This is an optimization exercise on Yosys and OpenROAD, whose aim is small area, a short achievable clock period and few clock cycles, not a production implementation. Function was checked by simulation only, so behaviour that the tests miss may differ from the original.

`flow/config.mk`:
```
export PLATFORM = sky130hd
export DESIGN_NAME = bh83_b83codec
export DESIGN_NICKNAME = bh83_b83codec
export VERILOG_FILES = /design/flow/design.v
export SDC_FILE = /design/flow/constraint.sdc
export NUM_CORES = 4
export LEC_CHECK = 0
export ABC_AREA = 1
export CAP_MARGIN = 20
export CORE_MARGIN = 2
export CORE_UTILIZATION = 55
export SLEW_MARGIN = 20
```
`flow/constraint.sdc`:
```
create_clock -name core_clock -period 80.0 [get_ports {clk}]
set_input_delay 16.0000 -clock core_clock [delete_from_list [all_inputs] [get_ports {clk}]]
set_output_delay 16.0000 -clock core_clock [all_outputs]
set_load 0.01 [all_outputs]
```
`flow/design.v`:
```
module bh83_b83codec (
    input  wire        clk,
    input  wire        rst_n,       
    input  wire        start,
    input  wire        op,          
    input  wire [3:0]  len,         
    input  wire [63:0] value,       
    input  wire [79:0] chars_in,    
    output wire        ready,
    output reg         done,
    output reg  [3:0]  err_code,    
    output wire [15:0] err_info,
    output wire [63:0] res,         
    output wire [79:0] chars_out    
);
    localparam [3:0] E_OK       = 4'd0;
    localparam [3:0] E_INV_LEN  = 4'd2;
    localparam [3:0] E_INV_CHAR = 4'd3;
    localparam [3:0] E_ILLEGAL  = 4'd6;
    function [7:0] alpha;
        input [6:0] d;
        reg [7:0] k;
        reg [7:0] sp;
        reg [4:0] si;
        begin
            k  = (d < 7'd10) ? 8'd48 : (d < 7'd36) ? 8'd55 : 8'd61;
            si = d - 7'd62;
            case (si)
                5'd0: sp = 8'h23;   
                5'd1: sp = 8'h24;   
                5'd2: sp = 8'h25;   
                5'd3: sp = 8'h2a;   
                5'd4: sp = 8'h2b;   
                5'd5: sp = 8'h2c;   
                5'd6: sp = 8'h2d;   
                5'd7: sp = 8'h2e;   
                5'd8: sp = 8'h3a;   
                5'd9: sp = 8'h3b;   
                5'd10: sp = 8'h3d;   
                5'd11: sp = 8'h3f;   
                5'd12: sp = 8'h40;   
                5'd13: sp = 8'h5b;   
                5'd14: sp = 8'h5d;   
                5'd15: sp = 8'h5e;   
                5'd16: sp = 8'h5f;   
                5'd17: sp = 8'h7b;   
                5'd18: sp = 8'h7c;   
                5'd19: sp = 8'h7d;   
                5'd20: sp = 8'h7e;   
                default: sp = 8'h7E;
            endcase
            alpha = (d >= 7'd62) ? sp : ({1'b0, d} + k);
        end
    endfunction
    function [7:0] digit_of_r;
        input [7:0] b;
        begin
            if (b >= 8'h30 && b <= 8'h39)      digit_of_r = b - 8'h30;
            else if (b >= 8'h41 && b <= 8'h5A) digit_of_r = b - 8'h41 + 8'd10;
            else if (b >= 8'h61 && b <= 8'h7A) digit_of_r = b - 8'h61 + 8'd36;
            else begin
                case (b)
                    8'h23: digit_of_r = 8'd62;
                    8'h24: digit_of_r = 8'd63;
                    8'h25: digit_of_r = 8'd64;
                    8'h2A: digit_of_r = 8'd65;
                    8'h2B: digit_of_r = 8'd66;
                    8'h2C: digit_of_r = 8'd67;
                    8'h2D: digit_of_r = 8'd68;
                    8'h2E: digit_of_r = 8'd69;
                    8'h3A: digit_of_r = 8'd70;
                    8'h3B: digit_of_r = 8'd71;
                    8'h3D: digit_of_r = 8'd72;
                    8'h3F: digit_of_r = 8'd73;
                    8'h40: digit_of_r = 8'd74;
                    8'h5B: digit_of_r = 8'd75;
                    8'h5D: digit_of_r = 8'd76;
                    8'h5E: digit_of_r = 8'd77;
                    8'h5F: digit_of_r = 8'd78;
                    8'h7B: digit_of_r = 8'd79;
                    8'h7C: digit_of_r = 8'd80;
                    8'h7D: digit_of_r = 8'd81;
                    8'h7E: digit_of_r = 8'd82;
                    default: digit_of_r = 8'h80;
                endcase
            end
        end
    endfunction
    function [7:0] digit_of;
        input [7:0] b;
        begin
            case (b)
                8'h23: digit_of = 8'd62;
                8'h24: digit_of = 8'd63;
                8'h25: digit_of = 8'd64;
                8'h2a: digit_of = 8'd65;
                8'h2b: digit_of = 8'd66;
                8'h2c: digit_of = 8'd67;
                8'h2d: digit_of = 8'd68;
                8'h2e: digit_of = 8'd69;
                8'h30: digit_of = 8'd0;
                8'h31: digit_of = 8'd1;
                8'h32: digit_of = 8'd2;
                8'h33: digit_of = 8'd3;
                8'h34: digit_of = 8'd4;
                8'h35: digit_of = 8'd5;
                8'h36: digit_of = 8'd6;
                8'h37: digit_of = 8'd7;
                8'h38: digit_of = 8'd8;
                8'h39: digit_of = 8'd9;
                8'h3a: digit_of = 8'd70;
                8'h3b: digit_of = 8'd71;
                8'h3d: digit_of = 8'd72;
                8'h3f: digit_of = 8'd73;
                8'h40: digit_of = 8'd74;
                8'h41: digit_of = 8'd10;
                8'h42: digit_of = 8'd11;
                8'h43: digit_of = 8'd12;
                8'h44: digit_of = 8'd13;
                8'h45: digit_of = 8'd14;
                8'h46: digit_of = 8'd15;
                8'h47: digit_of = 8'd16;
                8'h48: digit_of = 8'd17;
                8'h49: digit_of = 8'd18;
                8'h4a: digit_of = 8'd19;
                8'h4b: digit_of = 8'd20;
                8'h4c: digit_of = 8'd21;
                8'h4d: digit_of = 8'd22;
                8'h4e: digit_of = 8'd23;
                8'h4f: digit_of = 8'd24;
                8'h50: digit_of = 8'd25;
                8'h51: digit_of = 8'd26;
                8'h52: digit_of = 8'd27;
                8'h53: digit_of = 8'd28;
                8'h54: digit_of = 8'd29;
                8'h55: digit_of = 8'd30;
                8'h56: digit_of = 8'd31;
                8'h57: digit_of = 8'd32;
                8'h58: digit_of = 8'd33;
                8'h59: digit_of = 8'd34;
                8'h5a: digit_of = 8'd35;
                8'h5b: digit_of = 8'd75;
                8'h5d: digit_of = 8'd76;
                8'h5e: digit_of = 8'd77;
                8'h5f: digit_of = 8'd78;
                8'h61: digit_of = 8'd36;
                8'h62: digit_of = 8'd37;
                8'h63: digit_of = 8'd38;
                8'h64: digit_of = 8'd39;
                8'h65: digit_of = 8'd40;
                8'h66: digit_of = 8'd41;
                8'h67: digit_of = 8'd42;
                8'h68: digit_of = 8'd43;
                8'h69: digit_of = 8'd44;
                8'h6a: digit_of = 8'd45;
                8'h6b: digit_of = 8'd46;
                8'h6c: digit_of = 8'd47;
                8'h6d: digit_of = 8'd48;
                8'h6e: digit_of = 8'd49;
                8'h6f: digit_of = 8'd50;
                8'h70: digit_of = 8'd51;
                8'h71: digit_of = 8'd52;
                8'h72: digit_of = 8'd53;
                8'h73: digit_of = 8'd54;
                8'h74: digit_of = 8'd55;
                8'h75: digit_of = 8'd56;
                8'h76: digit_of = 8'd57;
                8'h77: digit_of = 8'd58;
                8'h78: digit_of = 8'd59;
                8'h79: digit_of = 8'd60;
                8'h7a: digit_of = 8'd61;
                8'h7b: digit_of = 8'd79;
                8'h7c: digit_of = 8'd80;
                8'h7d: digit_of = 8'd81;
                8'h7e: digit_of = 8'd82;
                default: digit_of = 8'h80;
            endcase
        end
    endfunction
    function [7:0] dstep;
        input [7:0] t;
        reg ge;
        reg [7:0] bw;
        begin
            ge    = t[7] | (t[6] & (t[5] | (t[4] & (t[3] | t[2] | (t[1] & t[0])))));
            bw[1] = ~t[0];
            bw[2] = ~t[1] | bw[1];
            bw[3] = ~t[2] & bw[2];
            bw[4] = ~t[3] & bw[3];
            bw[5] = ~t[4] | bw[4];
            bw[6] = ~t[5] & bw[5];
            dstep = {ge,
                     t[6] ^ (ge & ~bw[6]),
                     t[5] ^ (ge &  bw[5]),
                     t[4] ^ (ge & ~bw[4]),
                     t[3] ^ (ge &  bw[3]),
                     t[2] ^ (ge &  bw[2]),
                     t[1] ^ (ge & ~bw[1]),
                     t[0] ^ ge};
        end
    endfunction
    function [7:0] alpha_step;
        input [7:0] t;
        begin
            case (t)
                8'd0: alpha_step = 8'h30;
                8'd1: alpha_step = 8'h31;
                8'd2: alpha_step = 8'h32;
                8'd3: alpha_step = 8'h33;
                8'd4: alpha_step = 8'h34;
                8'd5: alpha_step = 8'h35;
                8'd6: alpha_step = 8'h36;
                8'd7: alpha_step = 8'h37;
                8'd8: alpha_step = 8'h38;
                8'd9: alpha_step = 8'h39;
                8'd10: alpha_step = 8'h41;
                8'd11: alpha_step = 8'h42;
                8'd12: alpha_step = 8'h43;
                8'd13: alpha_step = 8'h44;
                8'd14: alpha_step = 8'h45;
                8'd15: alpha_step = 8'h46;
                8'd16: alpha_step = 8'h47;
                8'd17: alpha_step = 8'h48;
                8'd18: alpha_step = 8'h49;
                8'd19: alpha_step = 8'h4a;
                8'd20: alpha_step = 8'h4b;
                8'd21: alpha_step = 8'h4c;
                8'd22: alpha_step = 8'h4d;
                8'd23: alpha_step = 8'h4e;
                8'd24: alpha_step = 8'h4f;
                8'd25: alpha_step = 8'h50;
                8'd26: alpha_step = 8'h51;
                8'd27: alpha_step = 8'h52;
                8'd28: alpha_step = 8'h53;
                8'd29: alpha_step = 8'h54;
                8'd30: alpha_step = 8'h55;
                8'd31: alpha_step = 8'h56;
                8'd32: alpha_step = 8'h57;
                8'd33: alpha_step = 8'h58;
                8'd34: alpha_step = 8'h59;
                8'd35: alpha_step = 8'h5a;
                8'd36: alpha_step = 8'h61;
                8'd37: alpha_step = 8'h62;
                8'd38: alpha_step = 8'h63;
                8'd39: alpha_step = 8'h64;
                8'd40: alpha_step = 8'h65;
                8'd41: alpha_step = 8'h66;
                8'd42: alpha_step = 8'h67;
                8'd43: alpha_step = 8'h68;
                8'd44: alpha_step = 8'h69;
                8'd45: alpha_step = 8'h6a;
                8'd46: alpha_step = 8'h6b;
                8'd47: alpha_step = 8'h6c;
                8'd48: alpha_step = 8'h6d;
                8'd49: alpha_step = 8'h6e;
                8'd50: alpha_step = 8'h6f;
                8'd51: alpha_step = 8'h70;
                8'd52: alpha_step = 8'h71;
                8'd53: alpha_step = 8'h72;
                8'd54: alpha_step = 8'h73;
                8'd55: alpha_step = 8'h74;
                8'd56: alpha_step = 8'h75;
                8'd57: alpha_step = 8'h76;
                8'd58: alpha_step = 8'h77;
                8'd59: alpha_step = 8'h78;
                8'd60: alpha_step = 8'h79;
                8'd61: alpha_step = 8'h7a;
                8'd62: alpha_step = 8'h23;
                8'd63: alpha_step = 8'h24;
                8'd64: alpha_step = 8'h25;
                8'd65: alpha_step = 8'h2a;
                8'd66: alpha_step = 8'h2b;
                8'd67: alpha_step = 8'h2c;
                8'd68: alpha_step = 8'h2d;
                8'd69: alpha_step = 8'h2e;
                8'd70: alpha_step = 8'h3a;
                8'd71: alpha_step = 8'h3b;
                8'd72: alpha_step = 8'h3d;
                8'd73: alpha_step = 8'h3f;
                8'd74: alpha_step = 8'h40;
                8'd75: alpha_step = 8'h5b;
                8'd76: alpha_step = 8'h5d;
                8'd77: alpha_step = 8'h5e;
                8'd78: alpha_step = 8'h5f;
                8'd79: alpha_step = 8'h7b;
                8'd80: alpha_step = 8'h7c;
                8'd81: alpha_step = 8'h7d;
                8'd82: alpha_step = 8'h7e;
                8'd83: alpha_step = 8'h30;
                8'd84: alpha_step = 8'h31;
                8'd85: alpha_step = 8'h32;
                8'd86: alpha_step = 8'h33;
                8'd87: alpha_step = 8'h34;
                8'd88: alpha_step = 8'h35;
                8'd89: alpha_step = 8'h36;
                8'd90: alpha_step = 8'h37;
                8'd91: alpha_step = 8'h38;
                8'd92: alpha_step = 8'h39;
                8'd93: alpha_step = 8'h41;
                8'd94: alpha_step = 8'h42;
                8'd95: alpha_step = 8'h43;
                8'd96: alpha_step = 8'h44;
                8'd97: alpha_step = 8'h45;
                8'd98: alpha_step = 8'h46;
                8'd99: alpha_step = 8'h47;
                8'd100: alpha_step = 8'h48;
                8'd101: alpha_step = 8'h49;
                8'd102: alpha_step = 8'h4a;
                8'd103: alpha_step = 8'h4b;
                8'd104: alpha_step = 8'h4c;
                8'd105: alpha_step = 8'h4d;
                8'd106: alpha_step = 8'h4e;
                8'd107: alpha_step = 8'h4f;
                8'd108: alpha_step = 8'h50;
                8'd109: alpha_step = 8'h51;
                8'd110: alpha_step = 8'h52;
                8'd111: alpha_step = 8'h53;
                8'd112: alpha_step = 8'h54;
                8'd113: alpha_step = 8'h55;
                8'd114: alpha_step = 8'h56;
                8'd115: alpha_step = 8'h57;
                8'd116: alpha_step = 8'h58;
                8'd117: alpha_step = 8'h59;
                8'd118: alpha_step = 8'h5a;
                8'd119: alpha_step = 8'h61;
                8'd120: alpha_step = 8'h62;
                8'd121: alpha_step = 8'h63;
                8'd122: alpha_step = 8'h64;
                8'd123: alpha_step = 8'h65;
                8'd124: alpha_step = 8'h66;
                8'd125: alpha_step = 8'h67;
                8'd126: alpha_step = 8'h68;
                8'd127: alpha_step = 8'h69;
                8'd128: alpha_step = 8'h6a;
                8'd129: alpha_step = 8'h6b;
                8'd130: alpha_step = 8'h6c;
                8'd131: alpha_step = 8'h6d;
                8'd132: alpha_step = 8'h6e;
                8'd133: alpha_step = 8'h6f;
                8'd134: alpha_step = 8'h70;
                8'd135: alpha_step = 8'h71;
                8'd136: alpha_step = 8'h72;
                8'd137: alpha_step = 8'h73;
                8'd138: alpha_step = 8'h74;
                8'd139: alpha_step = 8'h75;
                8'd140: alpha_step = 8'h76;
                8'd141: alpha_step = 8'h77;
                8'd142: alpha_step = 8'h78;
                8'd143: alpha_step = 8'h79;
                8'd144: alpha_step = 8'h7a;
                8'd145: alpha_step = 8'h23;
                8'd146: alpha_step = 8'h24;
                8'd147: alpha_step = 8'h25;
                8'd148: alpha_step = 8'h2a;
                8'd149: alpha_step = 8'h2b;
                8'd150: alpha_step = 8'h2c;
                8'd151: alpha_step = 8'h2d;
                8'd152: alpha_step = 8'h2e;
                8'd153: alpha_step = 8'h3a;
                8'd154: alpha_step = 8'h3b;
                8'd155: alpha_step = 8'h3d;
                8'd156: alpha_step = 8'h3f;
                8'd157: alpha_step = 8'h40;
                8'd158: alpha_step = 8'h5b;
                8'd159: alpha_step = 8'h5d;
                8'd160: alpha_step = 8'h5e;
                8'd161: alpha_step = 8'h5f;
                8'd162: alpha_step = 8'h7b;
                8'd163: alpha_step = 8'h7c;
                8'd164: alpha_step = 8'h7d;
                8'd165: alpha_step = 8'h7e;
                8'd166: alpha_step = 8'h30;
                8'd167: alpha_step = 8'h31;
                8'd168: alpha_step = 8'h32;
                8'd169: alpha_step = 8'h33;
                8'd170: alpha_step = 8'h34;
                8'd171: alpha_step = 8'h35;
                8'd172: alpha_step = 8'h36;
                8'd173: alpha_step = 8'h37;
                8'd174: alpha_step = 8'h38;
                8'd175: alpha_step = 8'h39;
                8'd176: alpha_step = 8'h41;
                8'd177: alpha_step = 8'h42;
                8'd178: alpha_step = 8'h43;
                8'd179: alpha_step = 8'h44;
                8'd180: alpha_step = 8'h45;
                8'd181: alpha_step = 8'h46;
                8'd182: alpha_step = 8'h47;
                8'd183: alpha_step = 8'h48;
                8'd184: alpha_step = 8'h49;
                8'd185: alpha_step = 8'h4a;
                8'd186: alpha_step = 8'h4b;
                8'd187: alpha_step = 8'h4c;
                8'd188: alpha_step = 8'h4d;
                8'd189: alpha_step = 8'h4e;
                8'd190: alpha_step = 8'h4f;
                8'd191: alpha_step = 8'h50;
                8'd192: alpha_step = 8'h51;
                8'd193: alpha_step = 8'h52;
                8'd194: alpha_step = 8'h53;
                8'd195: alpha_step = 8'h54;
                8'd196: alpha_step = 8'h55;
                8'd197: alpha_step = 8'h56;
                8'd198: alpha_step = 8'h57;
                8'd199: alpha_step = 8'h58;
                8'd200: alpha_step = 8'h59;
                8'd201: alpha_step = 8'h5a;
                8'd202: alpha_step = 8'h61;
                8'd203: alpha_step = 8'h62;
                8'd204: alpha_step = 8'h63;
                8'd205: alpha_step = 8'h64;
                8'd206: alpha_step = 8'h65;
                8'd207: alpha_step = 8'h66;
                8'd208: alpha_step = 8'h67;
                8'd209: alpha_step = 8'h68;
                8'd210: alpha_step = 8'h69;
                8'd211: alpha_step = 8'h6a;
                8'd212: alpha_step = 8'h6b;
                8'd213: alpha_step = 8'h6c;
                8'd214: alpha_step = 8'h6d;
                8'd215: alpha_step = 8'h6e;
                8'd216: alpha_step = 8'h6f;
                8'd217: alpha_step = 8'h70;
                8'd218: alpha_step = 8'h71;
                8'd219: alpha_step = 8'h72;
                8'd220: alpha_step = 8'h73;
                8'd221: alpha_step = 8'h74;
                8'd222: alpha_step = 8'h75;
                8'd223: alpha_step = 8'h76;
                8'd224: alpha_step = 8'h77;
                8'd225: alpha_step = 8'h78;
                8'd226: alpha_step = 8'h79;
                8'd227: alpha_step = 8'h7a;
                8'd228: alpha_step = 8'h23;
                8'd229: alpha_step = 8'h24;
                8'd230: alpha_step = 8'h25;
                8'd231: alpha_step = 8'h2a;
                8'd232: alpha_step = 8'h2b;
                8'd233: alpha_step = 8'h2c;
                8'd234: alpha_step = 8'h2d;
                8'd235: alpha_step = 8'h2e;
                8'd236: alpha_step = 8'h3a;
                8'd237: alpha_step = 8'h3b;
                8'd238: alpha_step = 8'h3d;
                8'd239: alpha_step = 8'h3f;
                8'd240: alpha_step = 8'h40;
                8'd241: alpha_step = 8'h5b;
                8'd242: alpha_step = 8'h5d;
                8'd243: alpha_step = 8'h5e;
                8'd244: alpha_step = 8'h5f;
                8'd245: alpha_step = 8'h7b;
                8'd246: alpha_step = 8'h7c;
                8'd247: alpha_step = 8'h7d;
                8'd248: alpha_step = 8'h7e;
                8'd249: alpha_step = 8'h30;
                8'd250: alpha_step = 8'h31;
                8'd251: alpha_step = 8'h32;
                8'd252: alpha_step = 8'h33;
                8'd253: alpha_step = 8'h34;
                8'd254: alpha_step = 8'h35;
                8'd255: alpha_step = 8'h36;
                default: alpha_step = 8'h30;
            endcase
        end
    endfunction
    reg        in_v;      
    reg        in_op;
    reg [3:0]  in_len;
    reg [79:0] dat;       
    reg        first;     
    reg        last_r;    
    reg [3:0]  wsel;      
    reg [3:0]  cnt;       
    reg [6:0]  rem;       
    reg        ph;        
    reg        perr;      
    reg [3:0]  ecode;
    reg [79:0] r;         
    reg        ready_r;   
    wire rdy = ~in_v | last_r;
    assign ready     = ready_r;
    assign res       = r[63:0];
    assign chars_out = r;
    assign err_info  = r[15:0];
    wire [15:0] win = ({16{wsel[0]}} & dat[15:0])  |
                      ({16{wsel[1]}} & dat[31:16]) |
                      ({16{wsel[2]}} & dat[47:32]) |
                      ({16{wsel[3]}} & dat[63:48]);
    reg  [15:0] qw;
    reg  [6:0]  rq;
    reg  [6:0]  rq1;      
    reg  [7:0]  st;
    integer     i;
    always @(*) begin
        rq  = rem;
        rq1 = rem;
        for (i = 15; i >= 0; i = i - 1) begin
            if (i == 0) rq1 = rq;
            st    = dstep({rq, win[i]});
            qw[i] = st[7];
            rq    = st[6:0];
        end
    end
    wire nz1 = |dat[31:16];
    wire nz2 = |dat[47:32];
    wire nz3 = |dat[63:48];
    wire [3:0] wtop = nz3 ? 4'b1000 : nz2 ? 4'b0100 :
                      nz1 ? 4'b0010 : 4'b0001;
    wire too_wide = (wsel[1] & (nz2 | nz3)) | (wsel[2] & nz3);
    wire [7:0] ch_r   = alpha_step({rq1, win[0]});
    wire [6:0] msd    = (in_len == 4'd1) ? dat[6:0] : qw[6:0];
    wire [7:0] ch_msd = alpha(msd);
    wire       msd_bad = (msd >= 7'd83) |
                         ((in_len == 4'd1) ? (|dat[15:7]) : (|qw[15:7])) |
                         nz1 | nz2 | nz3;
    wire [7:0] ga = digit_of_r(dat[7:0]);
    wire [7:0] cb = first ? ((in_len == 4'd1) ? dat[7:0] : dat[15:8]) :
                    (cnt == 4'd2) ? dat[23:16] :
                    (cnt == 4'd3) ? dat[31:24] :
                    (cnt == 4'd4) ? dat[39:32] :
                    (cnt == 4'd5) ? dat[47:40] :
                    (cnt == 4'd6) ? dat[55:48] :
                    (cnt == 4'd7) ? dat[63:56] :
                    (cnt == 4'd8) ? dat[71:64] : dat[79:72];
    wire [7:0] gb = digit_of(cb);
    wire [31:0] ma = first ? {25'd0, (in_len > 4'd1) ? ga[6:0] : 7'd0} :
                     ph    ? r[63:32] : r[31:0];
    wire [6:0]  md = (first & (in_len == 4'd0)) ? 7'd0 :
                     ph    ? rem : gb[6:0];
    wire [38:0] mac;
    mac83 u_mac (.a(ma), .d(md), .y(mac));
    wire fb0 = ga[7] & (in_len != 4'd0);
    wire fb1 = gb[7] & (in_len > 4'd1);
    wire dbad = first ? (fb0 | fb1) : gb[7];
    wire [15:0] dbad_info = !first ? {4'd0, cnt, cb} :
                            fb0    ? {8'd0, dat[7:0]} : {8'd1, dat[15:8]};
    wire illegal = in_len > 4'd10;
    wire enc_bad = (in_len == 4'd0) ? (|dat[63:0]) : msd_bad;
    wire divdone = wsel[0];    
    reg [3:0]  wsel_n;
    reg        ph_n;
    reg [3:0]  cnt_n;
    reg [6:0]  rem_n;
    reg        perr_n;
    reg [3:0]  ecode_n;
    reg        last_n;
    reg [3:0]  code_f;    
    reg        err_wr;    
    reg [15:0] err_val;
    always @(*) begin
        wsel_n  = wsel;
        ph_n    = ph;
        cnt_n   = cnt;
        rem_n   = rem;
        perr_n  = perr;
        ecode_n = ecode;
        last_n  = 1'b0;
        code_f  = E_OK;
        err_wr  = 1'b0;
        err_val = {12'd0, in_len};
        if (last_r) begin
            if (illegal) begin
                code_f = E_ILLEGAL;
                err_wr = 1'b1;
            end else if (perr) begin
                code_f = ecode;
            end else if (!in_op) begin
                if (enc_bad) begin
                    code_f = E_INV_LEN;
                    err_wr = 1'b1;
                end
            end else if (!ph & dbad) begin
                code_f  = E_INV_CHAR;
                err_wr  = 1'b1;
                err_val = dbad_info;
            end
        end else if (!in_op) begin
            if (divdone) begin
                cnt_n  = cnt - 4'd1;
                rem_n  = 7'd0;
                wsel_n = wtop;
            end else begin
                rem_n  = rq;
                wsel_n = {1'b0, wsel[3:1]};
            end
            last_n = (cnt_n == 4'd1) & wsel_n[0];
            if (first & too_wide) begin
                perr_n  = 1'b1;
                ecode_n = E_INV_LEN;
                err_wr  = 1'b1;
                last_n  = 1'b1;
            end
        end else begin
            if (ph) begin
                cnt_n = cnt + 4'd1;
                ph_n  = 1'b0;
            end else if (!first & (cnt > 4'd4)) begin
                rem_n = mac[38:32];
                ph_n  = 1'b1;
            end else begin
                cnt_n = first ? 4'd2 : cnt + 4'd1;
            end
            if (!ph & dbad) begin
                perr_n  = 1'b1;
                ecode_n = E_INV_CHAR;
                err_wr  = 1'b1;
                err_val = dbad_info;
            end
            last_n = perr_n | ((cnt_n == in_len - 4'd1) & (ph_n | (cnt_n < 4'd5)));
        end
    end
    reg [79:0] r_n;
    integer c;
    always @(*) begin
        r_n = r;
        if (last_r & perr) begin
        end else if (in_op) begin
            if (ph) r_n[63:32] = mac[31:0];
            else    r_n[31:0]  = mac[31:0];
            if (first) r_n[63:32] = 32'd0;
        end else begin
            for (c = 0; c < 10; c = c + 1) begin
                if (first) r_n[8*c +: 8] = 8'd0;
                if (divdone & (cnt == c)) r_n[8*c +: 8] = ch_r;
            end
            if (last_r & (in_len != 4'd0)) r_n[7:0] = ch_msd;
        end
        if (err_wr) r_n[15:0] = err_val;
    end
    always @(posedge clk) begin
        if (!rst_n) begin
            in_v    <= 1'b0;
            done    <= 1'b0;
            ready_r <= 1'b1;
        end else begin
            done <= in_v & last_r;
            if (rdy) begin
                in_v    <= start;
                ready_r <= ~start | (len <= 4'd2) | (len > 4'd10);
            end else begin
                ready_r <= last_n;
            end
        end
        if (in_v) begin
            r <= r_n;
            if (last_r) err_code <= code_f;
        end
        if (rdy) begin
            in_op  <= op;
            in_len <= len;
            dat    <= op ? chars_in : {16'd0, value};
            first  <= 1'b1;
            last_r <= (len <= 4'd2) | (len > 4'd10);
            wsel   <= (len <= 4'd2) ? 4'b0001 : (len <= 4'd5) ? 4'b0010 :
                      (len <= 4'd7) ? 4'b0100 : 4'b1000;
            cnt    <= len - 4'd1;
            rem    <= 7'd0;
            ph     <= 1'b0;
            perr   <= 1'b0;
        end else if (in_v) begin
            if (!in_op) begin
                if (wsel[0]) dat[15:0]  <= qw;
                if (wsel[1]) dat[31:16] <= qw;
                if (wsel[2]) dat[47:32] <= qw;
                if (wsel[3]) dat[63:48] <= qw;
            end
            first  <= 1'b0;
            last_r <= last_n;
            wsel   <= wsel_n;
            ph     <= ph_n;
            cnt    <= cnt_n;
            rem    <= rem_n;
            perr   <= perr_n;
            ecode  <= ecode_n;
        end
    end
endmodule
module mac83 (
    input  wire [31:0] a,
    input  wire [6:0]  d,
    output wire [38:0] y
);
    wire [38:0] p0 = {7'd0, a};
    wire [38:0] p1 = {6'd0, a, 1'b0};
    wire [38:0] p2 = {3'd0, a, 4'd0};
    wire [38:0] p3 = {1'd0, a, 6'd0} | {32'd0, 1'b0, d[5:0]};
    wire [38:0] s1 = p0 ^ p1 ^ p2;
    wire [38:0] c1 = {(p0[37:0] & p1[37:0]) | (p0[37:0] & p2[37:0]) | (p1[37:0] & p2[37:0]), 1'b0};
    wire [38:0] s2 = s1 ^ c1 ^ p3;
    wire [38:0] c2 = {(s1[37:0] & c1[37:0]) | (s1[37:0] & p3[37:0]) | (c1[37:0] & p3[37:0]), 1'b0};
    wire [38:0] w  = {32'd0, d[6], 6'd0};
    wire [38:0] s3 = s2 ^ c2 ^ w;
    wire [38:0] c3 = {(s2[37:0] & c2[37:0]) | (s2[37:0] & w[37:0]) | (c2[37:0] & w[37:0]), 1'b0};
    reg [38:0] sum;
    reg [38:0] s0;
    reg [39:0] c;
    reg        cin;
    reg        all1;
    integer    i, b;
    always @(*) begin
        cin = 1'b0;
        for (b = 0; b < 3; b = b + 1) begin
            c[13*b] = 1'b0;
            for (i = 13*b; i < 13*b + 13; i = i + 1) begin
                s0[i]  = s3[i] ^ c3[i] ^ c[i];
                c[i+1] = (s3[i] & c3[i]) | (c[i] & (s3[i] ^ c3[i]));
            end
            all1 = 1'b1;
            for (i = 13*b; i < 13*b + 13; i = i + 1) begin
                sum[i] = s0[i] ^ (cin & all1);
                all1   = all1 & s0[i];
            end
            cin = c[13*b+13] | (cin & all1);
        end
    end
    assign y = sum;
endmodule
```
`flow/flow/run.sh`:
```
#!/bin/bash
set -euo pipefail
export BUFFER_PORTS_ARGS="-buffer_cell sky130_fd_sc_hd__buf_1"
export SETUP_SLACK_MARGIN=62
bash standard.sh > standard_flow.log 2>&1
```
`flow/standard.sh`:
```
#!/bin/bash
# synth_recipe.tcl (not shown) runs the flow's synth.tcl, then flattens the netlist and writes it again
# the make line also repeats each setting of config.mk as NAME=value (left out here)
make -C /OpenROAD-flow-scripts/flow DESIGN_CONFIG=/design/flow/config.mk WORK_HOME=/design/flow/orfs CLKGATE_MAP_FILE= SYNTH_SCRIPT=/design/flow/synth_recipe.tcl "${@:-finish}"
```
==> impl_metrics.toml, run 1 <==
[die]
row_count = 71
start_util = 0.555
io_pins = 318
fp.dieH_um = 198
core_sq_mm = 0.0374
die_w_um = 198
design.die.area_sq_mm = 0.0393

[synthesis]
syn_inst = 2830
synth_compound_gate_area_share = 0.184
synth_top_family_by_area = "simple AND/OR/NAND/NOR gates"
async_reset_ff_frac = 0
ys_ff_latch = 189
netlist-cell-type-count = 65
synth_edf_count = 176
yosys_warnings = 2
ys_seq_area_frac = 0.267
syn_area_sq_mm = 0.0208
ys.flop_type = "edfxtp_1"
yosys.area_share.simple = 0.231
yosys.area_share.adder = 0.165
synth_xor_area_frac = 0.0301
muxShareOfSynthArea = 0
postSynthAreaPerCell_sq_um = 7.34

[grt]
grt-ovfl-total = 0
grt_max_degree = 81
antenna_found_initial = 1
grt_pass1_vias = 20200
track_usage = 0.386
grt_first_pass_wirelength_um = 115000

[drt]
dr.pass1.iters = 9
drc = 0
drtIter0Drc = 2651
ant_nets = 0
wl_per_cell_um = 21.6
wl_um = 79600
highest_layer = "met5"
wl_met1_um = 29500
vias = 22200
wl_met3_um = 8480
wl_met2_um = 36700
via_per_inst = 6.04

[clock_tree]
clock-sinks = 189
htree_levels = 4
cts-buffers-inserted = 17
clk_path_buf_depth = 2
clock_latency_ns = 0.48
hold_buffers = 0
root_buffer = "clkbuf_16"
cts.clk_slew.worst_paths_ns = 0.08
cts_tree = "built"

[timing]
rsz0062_at_grt = "false"
max_freq_mhz = 55.6
setup_tns_ns = 0
maxSlewHeadroom = 0.196
worst_pin_slew_ns = 1.19
fin_crit_sh = 0.225
final.min_clock_period_ns = 17.97
slew_violations = 0
fin_skew_ns = 0.0139
hold_viol_final = 0
setup_viol_count_final = 0

[worst_setup_path]
cp.depth = 147
cp.required_ns = 80.23
crit_path_start_kind = "flip-flop"
cpMaxStageDelayCell = "edfxtp_1"
crit_family = "simple AND/OR/NAND/NOR gates"
reg2reg_depth = 147
worst-path-max-fanout = 6
crit_path_frequent_cell = "nand2_2"
path_buf_inv = 12
cp.arrival_ns = 18.20
end_kind = "flip-flop"
critPathKind = "reg2reg"
slowest_delay_ns = 0.45

[placed_design]
dp_hpwl_um = 58700
portBuffers = 314
gp_congestion = 1.02
place_inst = 3499
post_dp_cell_area_sq_mm = 0.0217

[layout]
multiInputGateArea_sq_mm = 0.0134
area_growth_pct = 15.9
diodes = 0
drive_gt1_frac = 0.133
regArea_sq_mm = 0.00555
instances_no_fill = 3682
final_cell_area_sq_mm = 0.0241
fillCellCount = 3349
layout.nets = 3527

[job]
drv_cap = 0

[hold_path]
whs_path_depth = 2
hold_class = "reg2reg"

[outcome]
status = "finished clean"
worst paths after layout:
kind         slack (ns)    start  endpoint
min reg2reg        0.63   rem[5]    rem[5]
min                0.63   rem[5]    rem[5]
max               62.03  wsel[0]      r[4]
max reg2reg       62.03  wsel[0]      r[4]
cell families after synthesis:
group / after synthesis
simple gates: 1117
compound gates: 684
buf+inv: 553
fa+ha+maj: 217
flops: 189
xor+xnor: 68
other cells: 2
registers in the layout (all words and copies together) (netlist names), 3 cells and up:
| name | count |
|---|---|
| dat | 80 |
| r | 78 |
| rem | 7 |
| cnt | 4 |
| in_len | 4 |
| wsel | 4 |
| err_code | 3 |
metal layers:
metal | up-vias | global-route usage
li1 | 10000 | -
met1 | 10300 | 0.486
met2 | 1544 | 0.633
met3 | 330 | 0.0748
met4 | 2 | 0.193
met5 | - | 0
stage by stage:
stage / hold WS (ns) / utilization / worst slack [ns]
CTS: 0.603 / 0.618 / 62.01
global route: 0.631 / 0.644 / 61.21
detailed placement: 0.589 / 0.580 / 59.40
floorplan: 0.446 / - / 62.01
finish: 0.629 / 0.644 / 62.03
global placement: 0.569 / 0.580 / 60.21
layout by cell type, fill, tap and decap left out, types with 18 or more instances in the layout:
cell	count
nand4_1	24
o22ai_1	58
nand2_2	70
buf_4	166
o211ai_1	35
nand2_4	25
o21ai_0	302
o21ai_1	41
buf_1	313
nand2_1	505
nand3_1	93
ha_1	104
inv_2	18
nor4_1	20
fa_1	94
xor2_1	43
nor2_1	308
nor3_1	24
a21oi_1	150
inv_1	337
edfxtp_1	176
worst register-to-register path: cells and delay by family (launching register included):
kind | cells | cell delay [ns]
AND/OR/NAND/NOR | 90 | 8.06
XOR/XNOR | 14 | 2.43
flip-flops | 1 | 0.45
AO/OA/AOI/OAI | 14 | 2.11
adder cells (fa/ha/maj) | 17 | 3.37
buffers and inverters | 12 | 1.30
synthesized netlist by cell type, drive strengths merged, types with 4 or more instances:
| library cell | n | area share |
|---|---|---|
| nand4 | 24 | 0.0072 |
| or2 | 17 | 0.0051 |
| buf | 110 | 0.042 |
| o211ai | 35 | 0.013 |
| clkbuf | 70 | 0.013 |
| o2111ai | 4 | 0.0017 |
| o31ai | 7 | 0.0025 |
| edfxtp | 176 | 0.25 |
| xor2 | 60 | 0.027 |
| nor2 | 313 | 0.057 |
| o41ai | 5 | 0.0021 |
| o21bai | 4 | 0.0014 |
| nor3 | 24 | 0.0058 |
| o221ai | 11 | 0.0046 |
| a31oi | 15 | 0.0045 |
| nand3 | 106 | 0.026 |
| o21ai | 347 | 0.084 |
| nand3b | 5 | 0.0018 |
| fa | 95 | 0.092 |
| a211oi | 8 | 0.0029 |
| o311ai | 5 | 0.0021 |
| nand2 | 603 | 0.12 |
| ha | 122 | 0.073 |
| a21oi | 166 | 0.041 |
| nor4 | 20 | 0.0060 |
| o22ai | 58 | 0.017 |
| a22oi | 5 | 0.0018 |
| inv | 362 | 0.066 |
| dfxtp | 13 | 0.013 |
| clkinv | 10 | 0.0018 |
| xnor2 | 8 | 0.0034 |
layout make-up:
cell class,instances,area share
tap,511,0.0266
timing repair inverter,2,0.000676
clock inverter,15,0.00645
inverter,372,0.0601
timing repair buffer,480,0.101
multi-input combinational,2096,0.557
sequential,189,0.230
clock buffer,17,0.0177
what timing repair did:
item | 4_1_cts | 5_1_grt
pin swaps | 30 | 63
setup endpoints to repair | 100 | 100
endpoints found under the hold margin | 0 | 0
setup buffers | 75 | 72
cloned | 3 | 1
resized for setup | 54 | 90
Testbench counts, summed over its fixed seeds: cycles 8,235.
==> run 2: changes to the inputs <==
--- a/flow/design.v
+++ b/flow/design.v
@@ -55,34 +55,33 @@
     function [7:0] digit_of_r;
         input [7:0] b;
+        reg [7:0] k;
+        reg       inr;
         begin
-            if (b >= 8'h30 && b <= 8'h39)      digit_of_r = b - 8'h30;
-            else if (b >= 8'h41 && b <= 8'h5A) digit_of_r = b - 8'h41 + 8'd10;
-            else if (b >= 8'h61 && b <= 8'h7A) digit_of_r = b - 8'h61 + 8'd36;
-            else begin
-                case (b)
-                    8'h23: digit_of_r = 8'd62;
-                    8'h24: digit_of_r = 8'd63;
-                    8'h25: digit_of_r = 8'd64;
-                    8'h2A: digit_of_r = 8'd65;
-                    8'h2B: digit_of_r = 8'd66;
-                    8'h2C: digit_of_r = 8'd67;
-                    8'h2D: digit_of_r = 8'd68;
-                    8'h2E: digit_of_r = 8'd69;
-                    8'h3A: digit_of_r = 8'd70;
-                    8'h3B: digit_of_r = 8'd71;
-                    8'h3D: digit_of_r = 8'd72;
-                    8'h3F: digit_of_r = 8'd73;
-                    8'h40: digit_of_r = 8'd74;
-                    8'h5B: digit_of_r = 8'd75;
-                    8'h5D: digit_of_r = 8'd76;
-                    8'h5E: digit_of_r = 8'd77;
-                    8'h5F: digit_of_r = 8'd78;
-                    8'h7B: digit_of_r = 8'd79;
-                    8'h7C: digit_of_r = 8'd80;
-                    8'h7D: digit_of_r = 8'd81;
-                    8'h7E: digit_of_r = 8'd82;
-                    default: digit_of_r = 8'h80;
-                endcase
-            end
+            if (b >= 8'h30 && b <= 8'h39)      begin k = 8'd48; inr = 1'b1; end
+            else if (b >= 8'h41 && b <= 8'h5A) begin k = 8'd55; inr = 1'b1; end
+            else if (b >= 8'h61 && b <= 8'h7A) begin k = 8'd61; inr = 1'b1; end
+            else                               begin k = 8'd0;  inr = 1'b0; end
+            digit_of_r = inr ? (b - k) :
+                (b == 8'h23) ? 8'd62 :
+                (b == 8'h24) ? 8'd63 :
+                (b == 8'h25) ? 8'd64 :
+                (b == 8'h2a) ? 8'd65 :
+                (b == 8'h2b) ? 8'd66 :
+                (b == 8'h2c) ? 8'd67 :
+                (b == 8'h2d) ? 8'd68 :
+                (b == 8'h2e) ? 8'd69 :
+                (b == 8'h3a) ? 8'd70 :
+                (b == 8'h3b) ? 8'd71 :
+                (b == 8'h3d) ? 8'd72 :
+                (b == 8'h3f) ? 8'd73 :
+                (b == 8'h40) ? 8'd74 :
+                (b == 8'h5b) ? 8'd75 :
+                (b == 8'h5d) ? 8'd76 :
+                (b == 8'h5e) ? 8'd77 :
+                (b == 8'h5f) ? 8'd78 :
+                (b == 8'h7b) ? 8'd79 :
+                (b == 8'h7c) ? 8'd80 :
+                (b == 8'h7d) ? 8'd81 :
+                (b == 8'h7e) ? 8'd82 : 8'h80;
         end
     endfunction
@@ -470,5 +469,5 @@
     reg        first;     
     reg        last_r;    
-    reg [3:0]  wsel;      
+    reg [4:0]  wsel;      
     reg [3:0]  cnt;       
     reg [6:0]  rem;       
@@ -483,9 +482,10 @@
     assign chars_out = r;
     assign err_info  = r[15:0];
-    wire [15:0] win = ({16{wsel[0]}} & dat[15:0])  |
-                      ({16{wsel[1]}} & dat[31:16]) |
-                      ({16{wsel[2]}} & dat[47:32]) |
-                      ({16{wsel[3]}} & dat[63:48]);
-    reg  [15:0] qw;
+    wire [12:0] win = ({13{wsel[0]}} & dat[12:0])  |
+                      ({13{wsel[1]}} & dat[25:13]) |
+                      ({13{wsel[2]}} & dat[38:26]) |
+                      ({13{wsel[3]}} & dat[51:39]) |
+                      ({13{wsel[4]}} & {1'b0, dat[63:52]});
+    reg  [12:0] qw;
     reg  [6:0]  rq;
     reg  [6:0]  rq1;      
@@ -495,5 +495,5 @@
         rq  = rem;
         rq1 = rem;
-        for (i = 15; i >= 0; i = i - 1) begin
+        for (i = 12; i >= 0; i = i - 1) begin
             if (i == 0) rq1 = rq;
             st    = dstep({rq, win[i]});
@@ -502,16 +502,18 @@
         end
     end
-    wire nz1 = |dat[31:16];
-    wire nz2 = |dat[47:32];
-    wire nz3 = |dat[63:48];
-    wire [3:0] wtop = nz3 ? 4'b1000 : nz2 ? 4'b0100 :
-                      nz1 ? 4'b0010 : 4'b0001;
-    wire too_wide = (wsel[1] & (nz2 | nz3)) | (wsel[2] & nz3);
+    wire nz1 = |dat[25:13];
+    wire nz2 = |dat[38:26];
+    wire nz3 = |dat[51:39];
+    wire nz4 = |dat[63:52];
+    wire [4:0] wtop = nz4 ? 5'b10000 : nz3 ? 5'b01000 : nz2 ? 5'b00100 :
+                      nz1 ? 5'b00010 : 5'b00001;
+    wire too_wide = (wsel[1] & (nz2 | nz3 | nz4)) | (wsel[2] & (nz3 | nz4)) |
+                    (wsel[3] & nz4);
     wire [7:0] ch_r   = alpha_step({rq1, win[0]});
     wire [6:0] msd    = (in_len == 4'd1) ? dat[6:0] : qw[6:0];
     wire [7:0] ch_msd = alpha(msd);
     wire       msd_bad = (msd >= 7'd83) |
-                         ((in_len == 4'd1) ? (|dat[15:7]) : (|qw[15:7])) |
-                         nz1 | nz2 | nz3;
+                         ((in_len == 4'd1) ? (|dat[12:7]) : (|qw[12:7])) |
+                         nz1 | nz2 | nz3 | nz4;
     wire [7:0] ga = digit_of_r(dat[7:0]);
     wire [7:0] cb = first ? ((in_len == 4'd1) ? dat[7:0] : dat[15:8]) :
@@ -538,5 +540,5 @@
     wire enc_bad = (in_len == 4'd0) ? (|dat[63:0]) : msd_bad;
     wire divdone = wsel[0];    
-    reg [3:0]  wsel_n;
+    reg [4:0]  wsel_n;
     reg        ph_n;
     reg [3:0]  cnt_n;
@@ -582,5 +584,5 @@
             end else begin
                 rem_n  = rq;
-                wsel_n = {1'b0, wsel[3:1]};
+                wsel_n = {1'b0, wsel[4:1]};
             end
             last_n = (cnt_n == 4'd1) & wsel_n[0];
@@ -652,6 +654,7 @@
             first  <= 1'b1;
             last_r <= (len <= 4'd2) | (len > 4'd10);
-            wsel   <= (len <= 4'd2) ? 4'b0001 : (len <= 4'd5) ? 4'b0010 :
-                      (len <= 4'd7) ? 4'b0100 : 4'b1000;
+            wsel   <= (len <= 4'd2) ? 5'b00001 : (len <= 4'd4) ? 5'b00010 :
+                      (len <= 4'd6) ? 5'b00100 : (len == 4'd7) ? 5'b01000 :
+                      5'b10000;
             cnt    <= len - 4'd1;
             rem    <= 7'd0;
@@ -660,8 +663,9 @@
         end else if (in_v) begin
             if (!in_op) begin
-                if (wsel[0]) dat[15:0]  <= qw;
-                if (wsel[1]) dat[31:16] <= qw;
-                if (wsel[2]) dat[47:32] <= qw;
-                if (wsel[3]) dat[63:48] <= qw;
+                if (wsel[0]) dat[12:0]  <= qw;
+                if (wsel[1]) dat[25:13] <= qw;
+                if (wsel[2]) dat[38:26] <= qw;
+                if (wsel[3]) dat[51:39] <= qw;
+                if (wsel[4]) dat[63:52] <= qw[11:0];
             end
             first  <= 1'b0;
==> impl_metrics.toml, run 2 <==
[outcome]
status = "finished clean"

[timing]
slew_violations = 0
setup_ws_ns = 62.84
worst_pin_slew_ns = 1.05
setup_viol_count_final = 0
setup_tns_ns = 0
final.min_clock_period_ns = 17.16
hold_viol_final = 0
max_freq_mhz = 58.3
rsz0062_at_grt = "false"
maxSlewHeadroom = 0.296
fin_skew_ns = 0.0153
fin_crit_sh = 0.215

[clock_tree]
root_buffer = "clkbuf_16"
cts.clk_slew.worst_paths_ns = 0.07
clock_latency_ns = 0.45
hold_buffers = 0
cts_tree = "built"
clk_path_buf_depth = 2
clock-sinks = 190
cts-buffers-inserted = 17
htree_levels = 4

[die]
start_util = 0.556
die_w_um = 196
row_count = 70
fp.dieH_um = 196
core_sq_mm = 0.0364
design.die.area_sq_mm = 0.0384
io_pins = 318

[synthesis]
syn_area_sq_mm = 0.0203
synth_top_area_cell = "edfxtp_1"
netlist-cell-type-count = 66
ys_ff_latch = 190
postSynthAreaPerCell_sq_um = 7.40
synth_area_leaders = "edfxtp_1, nand2_1, fa_1, o21ai_0, ha_1"
ys_seq_area_frac = 0.275
synth_edf_count = 177
yosys_warnings = 2
syn_inst = 2737
ys.flop_type = "edfxtp_1"
yosysTopAreaCellShare = 0.262
synthTopCellsByCount = "nand2_1, inv_1, nor2_1"
synth_most_common_cell = "nand2_1"
async_reset_ff_frac = 0

[placed_design]
dp_slack_ns = 62.20
portBuffers = 314
dp_hpwl_um = 55400
gp_congestion = 1.02
place_inst = 3364

[worst_setup_path]
crit_chain = "buf_1"
r2r-start = "wsel[0]"
cpMaxStageDelayCell = "edfxtp_1"
end_kind = "output pin"
cp.arrival_ns = 1.16
critPathKind = "reg2out"
slowest_delay_ns = 0.52
cp.required_ns = 64.00
startpoint = "r[38]"
crit_path_start_kind = "flip-flop"
crit_family = "flip-flops"
worst-path-max-fanout = 3
path_buf_inv = 1

[layout]
drive_gt1_frac = 0.0680
area_growth_pct = 8.29
layout.nets = 3304
largestRegisters = "dat (80), r (78), rem (7)"
largest_reg_flops = 80
regMostFlops = "dat"
instances_no_fill = 3422
final_common_cell = "nand2_1"
diodes = 0
final_cell_mix = "nand2_1, inv_1, buf_1"
final_util = 0.602

[grt]
grt_first_pass_wirelength_um = 106000
track_usage = 0.359
grt-ovfl-total = 0
antenna_found_initial = 0
grt_pass1_vias = 18800
grt_max_degree = 96

[drt]
drc = 0
ant_nets = 0
vias = 20500
dr.pass1.iters = 6
drtIter0Drc = 2069
wl_um = 71000
wl_per_cell_um = 20.7
via_per_inst = 6.00

[job]
drv_cap = 0

[hold_path]
hold_class = "reg2reg"
holdCritStartpoint = "perr"
## run 2: changes by cell type after synthesis, moves of 8 or more
cell / previous run / this run
inv_1: 346 / 318
a21oi_1: 163 / 146
xor2_1: 56 / 39
nand3_1: 105 / 119
o22ai_1: 58 / 47
nand2_2: 48 / 38
clkbuf_1: 68 / 59
nand4_1: 24 / 16
## run 2: path summary, 6_finish.rpt
path | endpoint | cells past startpoint | slack (ns)
min reg2reg | perr | 2 | 0.54
min | perr | 2 | 0.54
max | chars_out[38] | 1 | 62.84
max reg2reg | r[4] | 121 | 63.29
## run 2: layout make-up
cell class                 count  area (sq um)
fill                        3433         14500
multi-input combinational   2040         12500
sequential                   190          5580
timing repair buffer         352          1470
inverter                     340          1280
tap                          468           586
clock buffer                  19           433
clock inverter                13           115
## run 2: repair_timing
action / in CTS / in global routing
resized for setup: 0 / 30
hold endpoints to repair: 0 / 0
setup endpoints to repair: 0 / 101
buffers inserted: 0 / 23
## run 2: kinds of logic (layout without fill, tap and decap cells)
logic type      count (synthesis)  count (layout)  synth area share
simple gates                 1110            1113             0.233
xor+xnor                       53              53            0.0248
buf+inv                       516             724             0.120
fa+ha+maj                     211             211             0.166
other cells                     2               8          0.000371
mux                             2               2          0.000988
compound gates                653             653             0.180
flops                         190             190             0.275
## run 2: stage by stage
stage                     hold WS, ns  instance area (sq um)
after floorplan                 0.446                  20300
after global placement          0.494                  21000
after detailed placement        0.508                  21000
after CTS                       0.523                  21600
after global routing            0.573                  21900
final                           0.537                  21900
## run 2: per-layer routing
layer	up-vias	routed length [um]	global-route usage	part of all wire
li1	9479	-	-	-
met1	9623	28000	0.472	0.39
met2	1258	33000	0.599	0.47
met3	175	6710	0.0505	0.095
met4	0	3200	0.147	0.045
met5	-	0	0	0
Testbench counts of run 2, summed over its fixed seeds: cycles 8,677.
==> run 3: changes to the inputs <==
--- a/flow/config.mk
+++ b/flow/config.mk
@@ -9,4 +9,4 @@
 export CAP_MARGIN = 20
 export CORE_MARGIN = 2
-export CORE_UTILIZATION = 55
+export CORE_UTILIZATION = 65
 export SLEW_MARGIN = 20
==> impl_metrics.toml, run 3 <==
[die]
row_count = 64
start_util = 0.660
io_pins = 318
design.die.area_sq_mm = 0.0326
die_w_um = 181
fp.dieH_um = 181
core_sq_mm = 0.0307

[clock_tree]
hold_buffers = 0
htree_levels = 4
clk_path_buf_depth = 2
root_buffer = "clkbuf_16"
cts.clk_slew.worst_paths_ns = 0.08
cts_tree = "built"
clock-sinks = 190
clock_latency_ns = 0.46
cts-buffers-inserted = 17

[layout]
final_util = 0.713
final_cell_area_sq_mm = 0.0219
layout.nets = 3303
largestRegisters = "dat (80), r (78), rem (7)"
area_growth_pct = 7.98
largest_reg_flops = 80
diodes = 0
regMostFlops = "dat"
drive_gt1_frac = 0.0698
instances_no_fill = 3349
final_cell_mix = "nand2_1, inv_1, buf_1"
final_common_cell = "nand2_1"

[timing]
final.min_clock_period_ns = 17.64
setup_viol_count_final = 0
maxSlewHeadroom = 0.246
worst_pin_slew_ns = 1.12
rsz0062_at_grt = "false"
fin_skew_ns = 0.0262
whs_ns = 0.554
fin_crit_sh = 0.220
hold_viol_final = 0
max_freq_mhz = 56.7
setup_tns_ns = 0
slew_violations = 0

[worst_setup_path]
cp.required_ns = 80.17
slowest_delay_ns = 0.50
cpMaxStageDelayCell = "inv_2"
r2r_slack_ns = 63.16
crit_chain = "clkbuf_2, buf_4, inv_2, nor2_1, o21ai_0"
path_buf_inv = 3
worst-path-max-fanout = 64
cp.arrival_ns = 17.81
startpoint = "op"
critPathKind = "in2reg"
regToRegEndpoint = "r[4]"
crit_path_start_kind = "input pin"
reg2reg_depth = 123
end_kind = "flip-flop"
crit_family = "buffers and inverters"
r2r-start = "wsel[3]"

[synthesis]
synth_top_area_cell = "edfxtp_1"
ys_seq_area_frac = 0.275
synthTopCellsByCount = "nand2_1, inv_1, nor2_1"
yosys_warnings = 2
synth_most_common_cell = "nand2_1"
netlist-cell-type-count = 66
synth_edf_count = 177
syn_area_sq_mm = 0.0203
ys_ff_latch = 190
async_reset_ff_frac = 0
postSynthAreaPerCell_sq_um = 7.40
synth_area_leaders = "edfxtp_1, nand2_1, fa_1, o21ai_0, ha_1"
syn_inst = 2737
ys.flop_type = "edfxtp_1"
yosysTopAreaCellShare = 0.262

[drt]
via_per_inst = 6.41
drc = 0
drtIter0Drc = 2936
dr.pass1.iters = 6
ant_nets = 0
wl_um = 73100
wl_per_cell_um = 21.8
vias = 21500

[placed_design]
dp_hpwl_um = 55400
gp_congestion = 1.01
post_dp_cell_area_sq_mm = 0.0209
portBuffers = 314
place_inst = 3294

[hold_path]
hold_class = "reg2reg"
holdPathEnd = "perr"
whs_path_depth = 2
holdCritStartpoint = "perr"

[job]
drv_cap = 0

[grt]
track_usage = 0.431
grt_first_pass_wirelength_um = 110000
grt-ovfl-total = 0
antenna_found_initial = 1
grt_pass1_vias = 20200
grt_max_degree = 65

[outcome]
status = "finished clean"
-- run 3: per-layer routing --
metal	vias to the layer above	wire length, um	track usage
met5	-	0	0
met4	0	4460	0.232
met3	348	9280	0.0897
met2	1789	33400	0.690
met1	9841	26000	0.550
li1	9484	-	-
-- run 3: cells by family (layout without fill, tap and decap cells) --
group                      after synthesis  in the layout  share of synthesized area
AOI/OAI and AO/OA                      653            653                      0.180
xor gates and xnor gates                53             53                     0.0248
adders and majority gates              211            211                      0.166
buffers and inverters                  516            724                      0.120
DFF                                    190            190                      0.275
muxes                                    2              2                   0.000988
other                                    2              8                   0.000371
and+or+nand+nor                       1110           1112                      0.233
-- run 3: repair_timing --
item | 4_1_cts | 5_1_grt
resized for setup | 0 | 34
setup buffers | 0 | 21
endpoints found under the setup margin | 0 | 101
-- run 3: how the worst max path moves through the flow --
stage,endpoint,cells past startpoint
2_1_floorplan,dat[0],5
3_5_place_dp,dat[13],5
4_1_cts,r[4],119
3_3_place_gp,dat[42],5
6_report,dat[13],5
5_1_grt,r[4],124
-- run 3: stage by stage --
step           worst slack, ns
6_report                 62.36
5_1_grt                  61.73
4_1_cts                  62.31
3_5_place_dp             61.97
3_3_place_gp             62.08
2_1_floorplan            63.03
-- run 3: layout make-up --
cell class	count	area, sq um
inverter	340	1280
clock inverter	14	153
timing repair buffer	352	1480
tap	396	495
sequential	190	5580
fill	2420	8800
multi-input combinational	2039	12500
clock buffer	18	429
-- run 3: worst register-to-register path, delay by kind of cell (launching register included) --
| family | cells | cell delay [ns] |
|---|---|---|
| AND/OR/NAND/NOR | 81 | 8.30 |
| buffers and inverters | 5 | 0.47 |
| flip-flops | 1 | 0.47 |
| adder cells (fa/ha/maj) | 14 | 3.44 |
| AO/OA/AOI/OAI | 12 | 1.96 |
| XOR/XNOR | 11 | 1.94 |

[re-timing with driven ports]
Ports are ideal in the flow. The routed layouts listed here were re-timed in OpenROAD.
Step 1 (the two cells are an assumption about what drives the block):
set clk [get_ports {clk}]
set_driving_cell -lib_cell sky130_fd_sc_hd__clkbuf_16 $clk
set_driving_cell -lib_cell sky130_fd_sc_hd__buf_2 [delete_from_list [all_inputs] $clk]
Step 2 times the ports against the registers' clock, not the clock port: input delays grow and output delays shrink by t, the midpoint of the rising clock arrivals with the driver on.
Slacks: ideal ports / drivers / drivers and shift; pairs: ideal ports / drivers.
run	t, ns	setup WS [ns]	worst setup path at the end	worst register clock-pin slew, ns	worst data-port slew with drivers (ns)
run 1	0.526	62.029 / 62.029 / 61.912	input to register	0.09 / 0.09	0.06
run 2	0.497	62.839 / 62.786 / 62.413	input to register	0.08 / 0.08	0.05
run 3	0.501	62.360 / 62.388 / 61.887	input to register	0.10 / 0.10	0.05
After both steps setup and hold are still met in every run listed. For run 3, which loses most, drivers alone change the setup slack by +0.028 ns; drivers and shift together by -0.473 ns.
